Context: an optimization exercise on an open-source flow, tuned for small area. The choices shown serve that exercise and are no tape-out recipe. Only simulation tests tie the RTL to the original design; equivalence was not proved. Power is estimated from default activity; no workload was simulated.

**flow/run.sh**
```bash
#!/bin/bash
# synth_recipe.tcl (not shown) runs the flow's synth.tcl, then flattens the netlist and writes it again
# the make line also repeats each setting of config.mk as NAME=value (left out here)
make -C /OpenROAD-flow-scripts/flow DESIGN_CONFIG=/design/flow/config.mk WORK_HOME=/design/flow/orfs CLKGATE_MAP_FILE= SYNTH_SCRIPT=/design/flow/synth_recipe.tcl finish
```
**flow/config.mk**
```make
export PLATFORM = sky130hd
export DESIGN_NAME = track_formatter
export DESIGN_NICKNAME = track_formatter
export VERILOG_FILES = /design/flow/design.v
export SDC_FILE = /design/flow/constraint.sdc
export NUM_CORES = 4
export LEC_CHECK = 0
export CAP_MARGIN = 20
export CORE_MARGIN = 2
export CORE_UTILIZATION = 30
export PLACE_DENSITY = 0.45
export SLEW_MARGIN = 20
```
**flow/constraint.sdc**
```tcl
create_clock -name core_clock -period 30.0 [get_ports {clk}]
set_input_delay 6.0000 -clock core_clock [delete_from_list [all_inputs] [get_ports {clk}]]
set_output_delay 6.0000 -clock core_clock [all_outputs]
set_load 0.01 [all_outputs]
```
**flow/design.v**
```verilog
module crc16_ccitt_table (
  input  wire [7:0]  idx,
  output reg  [15:0] val
);
  always @(*) begin
    case (idx)
      8'h00: val = 16'h0000;
      8'h01: val = 16'h1021;
      8'h02: val = 16'h2042;
      8'h03: val = 16'h3063;
      8'h04: val = 16'h4084;
      8'h05: val = 16'h50A5;
      8'h06: val = 16'h60C6;
      8'h07: val = 16'h70E7;
      8'h08: val = 16'h8108;
      8'h09: val = 16'h9129;
      8'h0A: val = 16'hA14A;
      8'h0B: val = 16'hB16B;
      8'h0C: val = 16'hC18C;
      8'h0D: val = 16'hD1AD;
      8'h0E: val = 16'hE1CE;
      8'h0F: val = 16'hF1EF;
      8'h10: val = 16'h1231;
      8'h11: val = 16'h0210;
      8'h12: val = 16'h3273;
      8'h13: val = 16'h2252;
      8'h14: val = 16'h52B5;
      8'h15: val = 16'h4294;
      8'h16: val = 16'h72F7;
      8'h17: val = 16'h62D6;
      8'h18: val = 16'h9339;
      8'h19: val = 16'h8318;
      8'h1A: val = 16'hB37B;
      8'h1B: val = 16'hA35A;
      8'h1C: val = 16'hD3BD;
      8'h1D: val = 16'hC39C;
      8'h1E: val = 16'hF3FF;
      8'h1F: val = 16'hE3DE;
      8'h20: val = 16'h2462;
      8'h21: val = 16'h3443;
      8'h22: val = 16'h0420;
      8'h23: val = 16'h1401;
      8'h24: val = 16'h64E6;
      8'h25: val = 16'h74C7;
      8'h26: val = 16'h44A4;
      8'h27: val = 16'h5485;
      8'h28: val = 16'hA56A;
      8'h29: val = 16'hB54B;
      8'h2A: val = 16'h8528;
      8'h2B: val = 16'h9509;
      8'h2C: val = 16'hE5EE;
      8'h2D: val = 16'hF5CF;
      8'h2E: val = 16'hC5AC;
      8'h2F: val = 16'hD58D;
      8'h30: val = 16'h3653;
      8'h31: val = 16'h2672;
      8'h32: val = 16'h1611;
      8'h33: val = 16'h0630;
      8'h34: val = 16'h76D7;
      8'h35: val = 16'h66F6;
      8'h36: val = 16'h5695;
      8'h37: val = 16'h46B4;
      8'h38: val = 16'hB75B;
      8'h39: val = 16'hA77A;
      8'h3A: val = 16'h9719;
      8'h3B: val = 16'h8738;
      8'h3C: val = 16'hF7DF;
      8'h3D: val = 16'hE7FE;
      8'h3E: val = 16'hD79D;
      8'h3F: val = 16'hC7BC;
      8'h40: val = 16'h48C4;
      8'h41: val = 16'h58E5;
      8'h42: val = 16'h6886;
      8'h43: val = 16'h78A7;
      8'h44: val = 16'h0840;
      8'h45: val = 16'h1861;
      8'h46: val = 16'h2802;
      8'h47: val = 16'h3823;
      8'h48: val = 16'hC9CC;
      8'h49: val = 16'hD9ED;
      8'h4A: val = 16'hE98E;
      8'h4B: val = 16'hF9AF;
      8'h4C: val = 16'h8948;
      8'h4D: val = 16'h9969;
      8'h4E: val = 16'hA90A;
      8'h4F: val = 16'hB92B;
      8'h50: val = 16'h5AF5;
      8'h51: val = 16'h4AD4;
      8'h52: val = 16'h7AB7;
      8'h53: val = 16'h6A96;
      8'h54: val = 16'h1A71;
      8'h55: val = 16'h0A50;
      8'h56: val = 16'h3A33;
      8'h57: val = 16'h2A12;
      8'h58: val = 16'hDBFD;
      8'h59: val = 16'hCBDC;
      8'h5A: val = 16'hFBBF;
      8'h5B: val = 16'hEB9E;
      8'h5C: val = 16'h9B79;
      8'h5D: val = 16'h8B58;
      8'h5E: val = 16'hBB3B;
      8'h5F: val = 16'hAB1A;
      8'h60: val = 16'h6CA6;
      8'h61: val = 16'h7C87;
      8'h62: val = 16'h4CE4;
      8'h63: val = 16'h5CC5;
      8'h64: val = 16'h2C22;
      8'h65: val = 16'h3C03;
      8'h66: val = 16'h0C60;
      8'h67: val = 16'h1C41;
      8'h68: val = 16'hEDAE;
      8'h69: val = 16'hFD8F;
      8'h6A: val = 16'hCDEC;
      8'h6B: val = 16'hDDCD;
      8'h6C: val = 16'hAD2A;
      8'h6D: val = 16'hBD0B;
      8'h6E: val = 16'h8D68;
      8'h6F: val = 16'h9D49;
      8'h70: val = 16'h7E97;
      8'h71: val = 16'h6EB6;
      8'h72: val = 16'h5ED5;
      8'h73: val = 16'h4EF4;
      8'h74: val = 16'h3E13;
      8'h75: val = 16'h2E32;
      8'h76: val = 16'h1E51;
      8'h77: val = 16'h0E70;
      8'h78: val = 16'hFF9F;
      8'h79: val = 16'hEFBE;
      8'h7A: val = 16'hDFDD;
      8'h7B: val = 16'hCFFC;
      8'h7C: val = 16'hBF1B;
      8'h7D: val = 16'hAF3A;
      8'h7E: val = 16'h9F59;
      8'h7F: val = 16'h8F78;
      8'h80: val = 16'h9188;
      8'h81: val = 16'h81A9;
      8'h82: val = 16'hB1CA;
      8'h83: val = 16'hA1EB;
      8'h84: val = 16'hD10C;
      8'h85: val = 16'hC12D;
      8'h86: val = 16'hF14E;
      8'h87: val = 16'hE16F;
      8'h88: val = 16'h1080;
      8'h89: val = 16'h00A1;
      8'h8A: val = 16'h30C2;
      8'h8B: val = 16'h20E3;
      8'h8C: val = 16'h5004;
      8'h8D: val = 16'h4025;
      8'h8E: val = 16'h7046;
      8'h8F: val = 16'h6067;
      8'h90: val = 16'h83B9;
      8'h91: val = 16'h9398;
      8'h92: val = 16'hA3FB;
      8'h93: val = 16'hB3DA;
      8'h94: val = 16'hC33D;
      8'h95: val = 16'hD31C;
      8'h96: val = 16'hE37F;
      8'h97: val = 16'hF35E;
      8'h98: val = 16'h02B1;
      8'h99: val = 16'h1290;
      8'h9A: val = 16'h22F3;
      8'h9B: val = 16'h32D2;
      8'h9C: val = 16'h4235;
      8'h9D: val = 16'h5214;
      8'h9E: val = 16'h6277;
      8'h9F: val = 16'h7256;
      8'hA0: val = 16'hB5EA;
      8'hA1: val = 16'hA5CB;
      8'hA2: val = 16'h95A8;
      8'hA3: val = 16'h8589;
      8'hA4: val = 16'hF56E;
      8'hA5: val = 16'hE54F;
      8'hA6: val = 16'hD52C;
      8'hA7: val = 16'hC50D;
      8'hA8: val = 16'h34E2;
      8'hA9: val = 16'h24C3;
      8'hAA: val = 16'h14A0;
      8'hAB: val = 16'h0481;
      8'hAC: val = 16'h7466;
      8'hAD: val = 16'h6447;
      8'hAE: val = 16'h5424;
      8'hAF: val = 16'h4405;
      8'hB0: val = 16'hA7DB;
      8'hB1: val = 16'hB7FA;
      8'hB2: val = 16'h8799;
      8'hB3: val = 16'h97B8;
      8'hB4: val = 16'hE75F;
      8'hB5: val = 16'hF77E;
      8'hB6: val = 16'hC71D;
      8'hB7: val = 16'hD73C;
      8'hB8: val = 16'h26D3;
      8'hB9: val = 16'h36F2;
      8'hBA: val = 16'h0691;
      8'hBB: val = 16'h16B0;
      8'hBC: val = 16'h6657;
      8'hBD: val = 16'h7676;
      8'hBE: val = 16'h4615;
      8'hBF: val = 16'h5634;
      8'hC0: val = 16'hD94C;
      8'hC1: val = 16'hC96D;
      8'hC2: val = 16'hF90E;
      8'hC3: val = 16'hE92F;
      8'hC4: val = 16'h99C8;
      8'hC5: val = 16'h89E9;
      8'hC6: val = 16'hB98A;
      8'hC7: val = 16'hA9AB;
      8'hC8: val = 16'h5844;
      8'hC9: val = 16'h4865;
      8'hCA: val = 16'h7806;
      8'hCB: val = 16'h6827;
      8'hCC: val = 16'h18C0;
      8'hCD: val = 16'h08E1;
      8'hCE: val = 16'h3882;
      8'hCF: val = 16'h28A3;
      8'hD0: val = 16'hCB7D;
      8'hD1: val = 16'hDB5C;
      8'hD2: val = 16'hEB3F;
      8'hD3: val = 16'hFB1E;
      8'hD4: val = 16'h8BF9;
      8'hD5: val = 16'h9BD8;
      8'hD6: val = 16'hABBB;
      8'hD7: val = 16'hBB9A;
      8'hD8: val = 16'h4A75;
      8'hD9: val = 16'h5A54;
      8'hDA: val = 16'h6A37;
      8'hDB: val = 16'h7A16;
      8'hDC: val = 16'h0AF1;
      8'hDD: val = 16'h1AD0;
      8'hDE: val = 16'h2AB3;
      8'hDF: val = 16'h3A92;
      8'hE0: val = 16'hFD2E;
      8'hE1: val = 16'hED0F;
      8'hE2: val = 16'hDD6C;
      8'hE3: val = 16'hCD4D;
      8'hE4: val = 16'hBDAA;
      8'hE5: val = 16'hAD8B;
      8'hE6: val = 16'h9DE8;
      8'hE7: val = 16'h8DC9;
      8'hE8: val = 16'h7C26;
      8'hE9: val = 16'h6C07;
      8'hEA: val = 16'h5C64;
      8'hEB: val = 16'h4C45;
      8'hEC: val = 16'h3CA2;
      8'hED: val = 16'h2C83;
      8'hEE: val = 16'h1CE0;
      8'hEF: val = 16'h0CC1;
      8'hF0: val = 16'hEF1F;
      8'hF1: val = 16'hFF3E;
      8'hF2: val = 16'hCF5D;
      8'hF3: val = 16'hDF7C;
      8'hF4: val = 16'hAF9B;
      8'hF5: val = 16'hBFBA;
      8'hF6: val = 16'h8FD9;
      8'hF7: val = 16'h9FF8;
      8'hF8: val = 16'h6E17;
      8'hF9: val = 16'h7E36;
      8'hFA: val = 16'h4E55;
      8'hFB: val = 16'h5E74;
      8'hFC: val = 16'h2E93;
      8'hFD: val = 16'h3EB2;
      8'hFE: val = 16'h0ED1;
      8'hFF: val = 16'h1EF0;
      default: val = 16'h0000;
    endcase
  end
endmodule
module track_formatter (
  input  wire        clk,
  input  wire        rst,
  input  wire        cmd_valid,
  input  wire [7:0]  cmd_sc,        
  input  wire [7:0]  cmd_n,         
  input  wire [7:0]  cmd_fill,      
  input  wire        wprot,         
  input  wire        stop,
  input  wire        mfm,
  input  wire [7:0]  gap,           
  input  wire [7:0]  gap2,          
  input  wire [7:0]  sid_c,         
  input  wire [7:0]  sid_h,
  input  wire [7:0]  sid_r,
  input  wire [7:0]  sid_n,
  input  wire        poll,
  input  wire        index,
  input  wire        phys_ok,
  output wire        busy,
  output reg         wr_valid,      
  output reg         wr_bit,        
  output reg         id_req,        
  output reg         done,
  output reg  [3:0]  done_code
);
  localparam [7:0] S_IDLE = 8'h00;
  localparam [7:0] S_SNF  = 8'h01;
  localparam [7:0] S_SPIN = 8'hA0;
  localparam [7:0] S_FMT  = 8'hA1;
  localparam [3:0] SIG_FINISHREAD   = 4'd1;
  localparam [3:0] SIG_NOIDAM       = 4'd9;
  localparam [3:0] SIG_WRITEPROTECT = 4'd14;
  localparam [3:0] PH_GAP0      = 4'd0;
  localparam [3:0] PH_SYNC      = 4'd1;
  localparam [3:0] PH_IAM       = 4'd2;
  localparam [3:0] PH_GAP1      = 4'd3;
  localparam [3:0] PH_ID_SYNC   = 4'd4;
  localparam [3:0] PH_IDAM      = 4'd5;
  localparam [3:0] PH_ID        = 4'd6;
  localparam [3:0] PH_ID_CRC    = 4'd7;
  localparam [3:0] PH_GAP2      = 4'd8;
  localparam [3:0] PH_DATA_SYNC = 4'd9;
  localparam [3:0] PH_DATAAM    = 4'd10;
  localparam [3:0] PH_DATA      = 4'd11;
  localparam [3:0] PH_DATA_CRC  = 4'd12;
  localparam [3:0] PH_GAP3      = 4'd13;
  localparam [3:0] PH_POSTTRK   = 4'd14;
  localparam [3:0] PH_GAP4      = 4'd15;
  reg [7:0]  state;
  reg [1:0]  index_count;       
  reg [7:0]  fmt_sc;
  reg [7:0]  fmt_n;
  reg [7:0]  fmt_fill;
  reg [3:0]  phase;
  reg [15:0] count;
  reg [3:0]  bitpos;
  reg [7:0]  sectors;
  reg [7:0]  id_c, id_h, id_r, id_n;
  reg [15:0] crc_calc;
  reg [15:0] wr_word;
  reg [7:0]  wr_prev;
  reg [7:0]  state_n;
  reg [1:0]  index_count_n;
  reg [7:0]  fmt_sc_n;
  reg [7:0]  fmt_n_n;
  reg [7:0]  fmt_fill_n;
  reg [3:0]  phase_n;
  reg [15:0] count_n;
  reg [3:0]  bitpos_n;
  reg [7:0]  sectors_n;
  reg [7:0]  id_c_n, id_h_n, id_r_n, id_n_n;
  reg [15:0] crc_calc_n;
  reg [15:0] wr_word_n;
  reg [7:0]  wr_prev_n;
  reg        wr_valid_n;
  reg        wr_bit_n;
  reg        id_req_n;
  reg        done_n;
  reg [3:0]  done_code_n;
  assign busy = !(state == S_IDLE || state == S_SNF);
  wire [16:0] sec_len = 17'd128 << fmt_n[3:0];
  function [16:0] flen;
    input [3:0]  ph;
    input        m;
    input [7:0]  g3;
    input [7:0]  g2;
    input [16:0] dl;
    begin
      case (ph)
        PH_GAP0:      flen = m ? 17'd80 : 17'd40;
        PH_SYNC:      flen = m ? 17'd12 : 17'd6;
        PH_IAM:       flen = m ? 17'd4  : 17'd1;
        PH_GAP1:      flen = m ? 17'd50 : 17'd26;
        PH_ID_SYNC:   flen = m ? 17'd12 : 17'd6;
        PH_IDAM:      flen = m ? 17'd4  : 17'd1;
        PH_ID:        flen = 17'd4;
        PH_ID_CRC:    flen = 17'd2;
        PH_GAP2:      flen = {9'd0, g2};
        PH_DATA_SYNC: flen = m ? 17'd12 : 17'd6;
        PH_DATAAM:    flen = m ? 17'd4  : 17'd1;
        PH_DATA:      flen = dl;
        PH_DATA_CRC:  flen = 17'd2;
        PH_GAP3:      flen = {9'd0, g3};
        default:      flen = 17'd0;
      endcase
    end
  endfunction
  function [15:0] encode;
    input       m;
    input       sync;
    input [7:0] b;
    input [7:0] p;
    reg   [15:0] w;
    reg   [7:0]  ck;
    integer      i;
    begin
      w = 16'h0000;
      for (i = 0; i < 8; i = i + 1) w[2*i] = b[i];
      if (sync && m && b == 8'hA1)       encode = 16'h4489;
      else if (sync && m && b == 8'hC2)  encode = 16'h5224;
      else if (sync && !m && b == 8'hFC) encode = 16'hF77A;
      else if (sync && !m && b == 8'hFE) encode = 16'hF57E;
      else if (sync && !m && b == 8'hFB) encode = 16'hF56F;
      else if (sync && !m && b == 8'hF8) encode = 16'hF56A;
      else if (!m) encode = w | 16'hAAAA;
      else begin
        ck[7] = ~(p[0] | b[7]);
        for (i = 0; i < 7; i = i + 1) ck[i] = ~(b[i+1] | b[i]);
        for (i = 0; i < 8; i = i + 1) w[2*i+1] = ck[i];
        encode = w;
      end
    end
  endfunction
  reg [3:0]  nx_phase;
  reg [15:0] nx_count;
  reg [7:0]  nx_sectors;
  reg        stepping;
  reg [7:0]  b;
  reg        sync;
  reg        id_load;
  reg        crc_load;
  reg [15:0] crc_in;
  integer    it;
  always @(*) begin
    nx_phase   = phase;
    nx_count   = count;
    nx_sectors = sectors;
    stepping   = 1'b1;
    for (it = 0; it < 4; it = it + 1) begin
      if (stepping) begin
        if (nx_phase == PH_POSTTRK) begin
          nx_sectors = nx_sectors + 8'd1;
          nx_phase   = (nx_sectors < fmt_sc) ? PH_ID_SYNC : PH_GAP4;
          nx_count   = 16'd0;
        end else if (nx_phase == PH_GAP4) begin
          stepping = 1'b0;
        end else if (nx_phase == PH_ID_SYNC && nx_count == 16'd0 && fmt_sc == 8'd0) begin
          nx_phase = PH_GAP4;
        end else if ({1'b0, nx_count} >= flen(nx_phase, mfm, gap, gap2, sec_len)) begin
          nx_phase = nx_phase + 4'd1;
          nx_count = 16'd0;
        end else begin
          stepping = 1'b0;
        end
      end
    end
    b        = mfm ? 8'h4E : 8'hFF;
    sync     = 1'b0;
    id_load  = 1'b0;
    crc_load = 1'b0;
    crc_in   = crc_calc;
    case (nx_phase)
      PH_SYNC, PH_ID_SYNC, PH_DATA_SYNC: begin
        b       = 8'h00;
        id_load = (nx_phase == PH_ID_SYNC && nx_count == 16'd0);
      end
      PH_IAM: begin
        sync = 1'b1;
        b    = (mfm && nx_count < 16'd3) ? 8'hC2 : 8'hFC;
      end
      PH_IDAM, PH_DATAAM: begin
        sync = 1'b1;
        if (mfm && nx_count < 16'd3) begin
          b = 8'hA1;
        end else begin
          b        = (nx_phase == PH_IDAM) ? 8'hFE : 8'hFB;
          crc_in   = mfm ? 16'hCDB4 : 16'hFFFF;      
          crc_load = 1'b1;
        end
      end
      PH_ID: begin
        case (nx_count[1:0])
          2'd0:    b = id_c;
          2'd1:    b = id_h;
          2'd2:    b = id_r;
          default: b = id_n;
        endcase
        crc_load = 1'b1;
      end
      PH_DATA: begin
        b        = fmt_fill;
        crc_load = 1'b1;
      end
      PH_ID_CRC, PH_DATA_CRC: begin
        b = (nx_count == 16'd0) ? crc_calc[15:8] : crc_calc[7:0];
      end
      default: ;
    endcase
  end
  wire [15:0] crc_tab_val;
  crc16_ccitt_table u_crc_tab (
    .idx (crc_in[15:8] ^ b),
    .val (crc_tab_val)
  );
  wire [15:0] crc_out = {crc_in[7:0], 8'h00} ^ crc_tab_val;
  wire [15:0] new_word = encode(mfm, sync, b, wr_prev);
  always @(*) begin
    state_n       = state;
    index_count_n = index_count;
    fmt_sc_n      = fmt_sc;
    fmt_n_n       = fmt_n;
    fmt_fill_n    = fmt_fill;
    phase_n       = phase;
    count_n       = count;
    bitpos_n      = bitpos;
    sectors_n     = sectors;
    id_c_n        = id_c;
    id_h_n        = id_h;
    id_r_n        = id_r;
    id_n_n        = id_n;
    crc_calc_n    = crc_calc;
    wr_word_n     = wr_word;
    wr_prev_n     = wr_prev;
    wr_valid_n    = 1'b0;
    wr_bit_n      = wr_bit;
    id_req_n      = 1'b0;
    done_n        = 1'b0;
    done_code_n   = done_code;
    if (stop) begin
      state_n = S_IDLE;
    end else if (cmd_valid && !busy && cmd_n <= 8'd8) begin
      if (wprot) begin
        done_n      = 1'b1;
        done_code_n = SIG_WRITEPROTECT;
        state_n     = S_IDLE;
      end else begin
        index_count_n = 2'd0;
        crc_calc_n    = 16'd0;
        fmt_sc_n      = cmd_sc;
        fmt_n_n       = cmd_n;
        fmt_fill_n    = cmd_fill;
        phase_n       = PH_GAP0;
        count_n       = 16'd0;
        bitpos_n      = 4'd0;
        sectors_n     = 8'd0;
        state_n       = phys_ok ? S_SPIN : S_SNF;
      end
    end else if (poll) begin
      if (state == S_FMT) begin
        if (bitpos == 4'd0) begin
          phase_n   = nx_phase;
          count_n   = nx_count;
          sectors_n = nx_sectors;
          if (id_load) begin
            id_c_n   = sid_c;
            id_h_n   = sid_h;
            id_r_n   = sid_r;
            id_n_n   = sid_n;
            id_req_n = 1'b1;
          end
          if (crc_load)
            crc_calc_n = crc_out;
          wr_word_n = new_word;
          wr_prev_n = b;
        end
        wr_valid_n = 1'b1;
        wr_bit_n   = wr_word_n[4'd15 - bitpos];
        bitpos_n   = bitpos + 4'd1;
        if (bitpos == 4'd15)
          count_n = count_n + 16'd1;
      end
      if (index && state_n != S_IDLE && index_count_n != 2'd2)
        index_count_n = index_count_n + 2'd1;
      if (state_n == S_SPIN && index_count_n == 2'd2) begin
        index_count_n = 2'd0;
        wr_prev_n     = 8'h00;
        state_n       = S_FMT;
      end
      if (state_n == S_SNF) begin
        if (index_count_n == 2'd2) begin
          done_n = 1'b1; done_code_n = SIG_NOIDAM;
          state_n = S_IDLE;
        end
      end else if (state_n == S_SPIN) begin
        if (!phys_ok) begin
          done_n = 1'b1; done_code_n = SIG_NOIDAM;
          state_n = S_IDLE;
        end
      end else if (state_n == S_FMT) begin
        if (!phys_ok) begin
          done_n = 1'b1; done_code_n = SIG_NOIDAM;
          state_n = S_IDLE;
        end else if (index_count_n != 2'd0) begin
          done_n = 1'b1; done_code_n = SIG_FINISHREAD;
          state_n = S_IDLE;
        end
      end
    end
  end
  always @(posedge clk) begin
    if (rst) begin
      state       <= S_IDLE;
      index_count <= 2'd0;
      fmt_sc      <= 8'd0;
      fmt_n       <= 8'd0;
      fmt_fill    <= 8'd0;
      phase       <= 4'd0;
      count       <= 16'd0;
      bitpos      <= 4'd0;
      sectors     <= 8'd0;
      id_c        <= 8'd0;
      id_h        <= 8'd0;
      id_r        <= 8'd0;
      id_n        <= 8'd0;
      crc_calc    <= 16'd0;
      wr_word     <= 16'd0;
      wr_prev     <= 8'd0;
      wr_valid    <= 1'b0;
      wr_bit      <= 1'b0;
      id_req      <= 1'b0;
      done        <= 1'b0;
      done_code   <= 4'd0;
    end else begin
      state       <= state_n;
      index_count <= index_count_n;
      fmt_sc      <= fmt_sc_n;
      fmt_n       <= fmt_n_n;
      fmt_fill    <= fmt_fill_n;
      phase       <= phase_n;
      count       <= count_n;
      bitpos      <= bitpos_n;
      sectors     <= sectors_n;
      id_c        <= id_c_n;
      id_h        <= id_h_n;
      id_r        <= id_r_n;
      id_n        <= id_n_n;
      crc_calc    <= crc_calc_n;
      wr_word     <= wr_word_n;
      wr_prev     <= wr_prev_n;
      wr_valid    <= wr_valid_n;
      wr_bit      <= wr_bit_n;
      id_req      <= id_req_n;
      done        <= done_n;
      done_code   <= done_code_n;
    end
  end
endmodule
```
==> results.yml <==
drt:
  detail-route-antenna-nets: 0
  remaining_drc_errors: 0
  wl_per_cell_um: 19.6
  vias_per_cell: 5.55
  first_iter_violations: 997
  firstDrtPassIters: 6
  drt-total-wl_um: 47100
  vias: 13400
worst_setup_path:
  cp.depth: 64
  crit_path_end: "wr_bit"
  critical-path-slowest-cell: "nor2_1"
  critical_path_class: "in -> reg"
  startpoint_type: "input port"
  worst-path-buf-inv: 3
  crit_family: "compound AO/OA/AOI/OAI gates"
  crit_arrival_ns: 22.76
  crit_required_ns: 30.33
  r2r-start: "phase[0]"
  crit_fanout: 35
  slowest_delay_ns: 0.65
  rr_worst_depth: 64
  worstReg2RegEnd: "wr_bit"
  cp-end-kind: "flop"
  crit_start: "mfm"
  ff2ff_setup_slack_ns: 12.98
synthesis:
  ys_top_cells_by_area: "dfxtp_1, ha_1, nand2_1, a21oi_1, nor2_1"
  yosys.cell_types.count: 109
  synth_area_um2: 13200
  synth.top_cell.area_share_pct: 20.3
  synth-simple-area-share_pct: 29.3
  synth_top_family_by_area: "simple AND/OR/NAND/NOR gates"
  syn_avg_cell_area_um2: 7.37
  synth_largest_area_cell: "dfxtp_1"
  synth_edf_count: 0
  synthMuxAreaShare_pct: 2.73
  synth_xor_area_share_pct: 5.59
  async_reset_ff_share_pct: 0
  yosysWarnings: 2
  synth-seq-cells: 134
  ys.flop_type: "dfxtp_1"
  synthAdderAreaFrac_pct: 11.4
  synth-compound-area-share_pct: 25.7
  synth_fp_nets: 1990
  synthCells: 1789
  yosysSeqAreaShare_pct: 20.3
sta:
  fin_tns_setup_ns: 0
  setup_viol: 0
  slew_viol_final: 0
  min_period_ns: 22.43
  fin_crit_sh_pct: 74.8
  worstMarginPinSlew_ns: 1.03
  rsz0062_at_grt: "false"
  slew_headroom_pct: 30.9
  fin_skew_ns: 0.00719
  fmax_mhz: 44.6
  hold_viol: 0
power_and_ir_drop:
  p_leak_nw: 5.49
  power.density_nw_per_um2: 28.8
  p_total_mw: 0.433
  vdd_ir_drop_max_mv: 0.0406
place:
  hpwl_um: 36500
  gp_congestion: 0.928
  io_buffers: 89
clock_tree:
  htreeDepth: 4
  cts_resized: 0
  clk_pin_slew_worst_paths_ns: 0.06
  cts_tree: "done"
  cts_setup_buffers: 0
  clk_latency_ns: 0.44
  cts-root-buf: "clkbuf_16"
  cts_made_buffers: 17
  clock-sinks: 134
  holdBufCountCts: 0
  clockBufferDepth: 2
global_routing:
  first_global_vias: 12700
  grt_overflow: 0
  grt_max_degree: 68
  grt_pass1_wl_um: 74000
  grt_usage_pct: 21.0
  antenna_found_initial: 1
die:
  initial_core_util_pct: 30.5
  dieArea_um2: 45600
  core_um2: 43300
  row_count: 76
  io_pins: 90
  fp.dieH_um: 214
  die-width_um: 214
final_layout:
  final_cell_mix: "nand2_1, nor2_1, a21oi_1, dfxtp_1, ha_1"
  nNetsFinal: 2007
  layout_commonest_cell: "nand2_1"
  layout-drive-gt1-share_pct: 7.15
  fillerInstances: 4661
  syn2layout_area_growth_pct: 14.1
flow_run:
  cap_viol_max_count: 0
run_status:
  status: "complete, no violations"
hold_path:
  hp-class: "reg -> reg"
worst min path at each step:
stage	depth (start not counted)	from	slack, ns	end
floorplan	1	state[6]	0.42	state[6]
finish	2	id_h[5]	0.45	id_h[5]
global placement	2	id_r[6]	0.44	id_r[6]
global route	1	state[6]	0.47	state[6]
detailed placement	1	state[6]	0.44	state[6]
CTS	2	id_r[3]	0.45	id_r[3]
sequential cells by signal, summed over array words and instances (netlist names), 2 cells and up:
register,cells
phase,4
count,16
done_code,3
wr_word,16
id_h,8
fmt_n,4
state,8
id_n,8
sectors,8
index_count,2
id_r,8
id_c,8
fmt_sc,8
fmt_fill,8
bitpos,4
crc_calc,16
report_power, final:
group	internal [mW]	total [mW]	leakage (nW)	switching, mW
Clock	0.123	0.210	0.273	0.0875
Combinational	0.0197	0.0447	4.14	0.0250
Sequential	0.178	0.178	1.08	0.0000964
cell usage after synthesis, types with 13 or more instances:
cell type and n:
nand2_1 265, nor2_1 177, a21oi_1 142, dfxtp_1 134, ha_1 120, clkbuf_1 83, o21ai_0 79, nand3_1 65
and2_1 59, nor3_1 50, inv_1 38, xnor2_1 37, a22oi_1 32, xor2_1 31, and3_1 29, nand4_1 29
a211oi_1 25, mux2i_1 20, a31oi_1 19, nand2b_1 18, a21o_1 17, o21a_1 16, o21ai_1 16, nor4_1 15
o211ai_1 15, and4_1 13, nor2b_1 13
layout make-up:
class / count / area [um2] / area share, %
diodes: 1 / 2.50 / 0.0166
clock buffers: 18 / 429 / 2.85
clock inverters: 14 / 153 / 1.02
inverters: 41 / 154 / 1.02
multi-input cells: 1505 / 9860 / 65.6
flip-flops and latches: 134 / 2680 / 17.8
well taps: 585 / 732 / 4.87
repair buffers: 107 / 1020 / 6.81
per-layer routing:
metal  vias to the layer above  track usage, %  wire [um]
met4                         0            7.50       1190
li1                       6565               -          -
met1                      6328            28.7      22100
met5                         -               0          0
met2                       410            33.5      21100
met3                        55            3.13       2700
logic make-up after synthesis:
logic type / after synthesis
adder cells (fa/ha/maj): 120
flip-flops: 134
buffers and inverters: 150
AND/OR/NAND/NOR: 789
multiplexers: 30
XOR/XNOR: 76
AO/OA/AOI/OAI: 490
worst min-delay path: stages (launching register included):
cell,delay [ns]
dfxtp_1,0.31
nand2_1,0.05
a21oi_1,0.05
metrics by stage:
stage	std cells	cell area [um2]	setup slack, ns	hold slack (ns)	util [%]
finish	2405	15000	7.57	0.449	34.8
global route	2405	15000	6.13	0.466	34.8
CTS	2404	15000	7.73	0.452	34.7
detailed placement	2372	14500	7.29	0.439	33.4
global placement	2372	14500	7.53	0.437	33.4
floorplan	1789	13200	10.67	0.420	-

==> static timing again, ports no longer ideal <==
How much do the figures lean on ideal ports? The routed layout below was timed once more, with nothing changed but the port constraints. Step 1, drivers: a clkbuf_16 drives clk and a buf_2 each remaining input, both assumed. Step 2, shift: input delay + t, output delay - t, t = (earliest + latest rising clock arrival at the registers) / 2. This alone moves slack from input paths to output paths. a / b / c = ideal / step 1 / step 2; a / b = the first two.
shift t [ns]: 0.486
setup WS [ns]: 7.567 / 7.590 / 7.104
latest minus earliest clock arrival (ns): 0.007 / 0.007
cell pins on the clock port's net: 1
After both steps this run still meets setup and hold. The setup slack of this run moves by +0.023 ns with the drivers and by -0.463 ns with both steps.
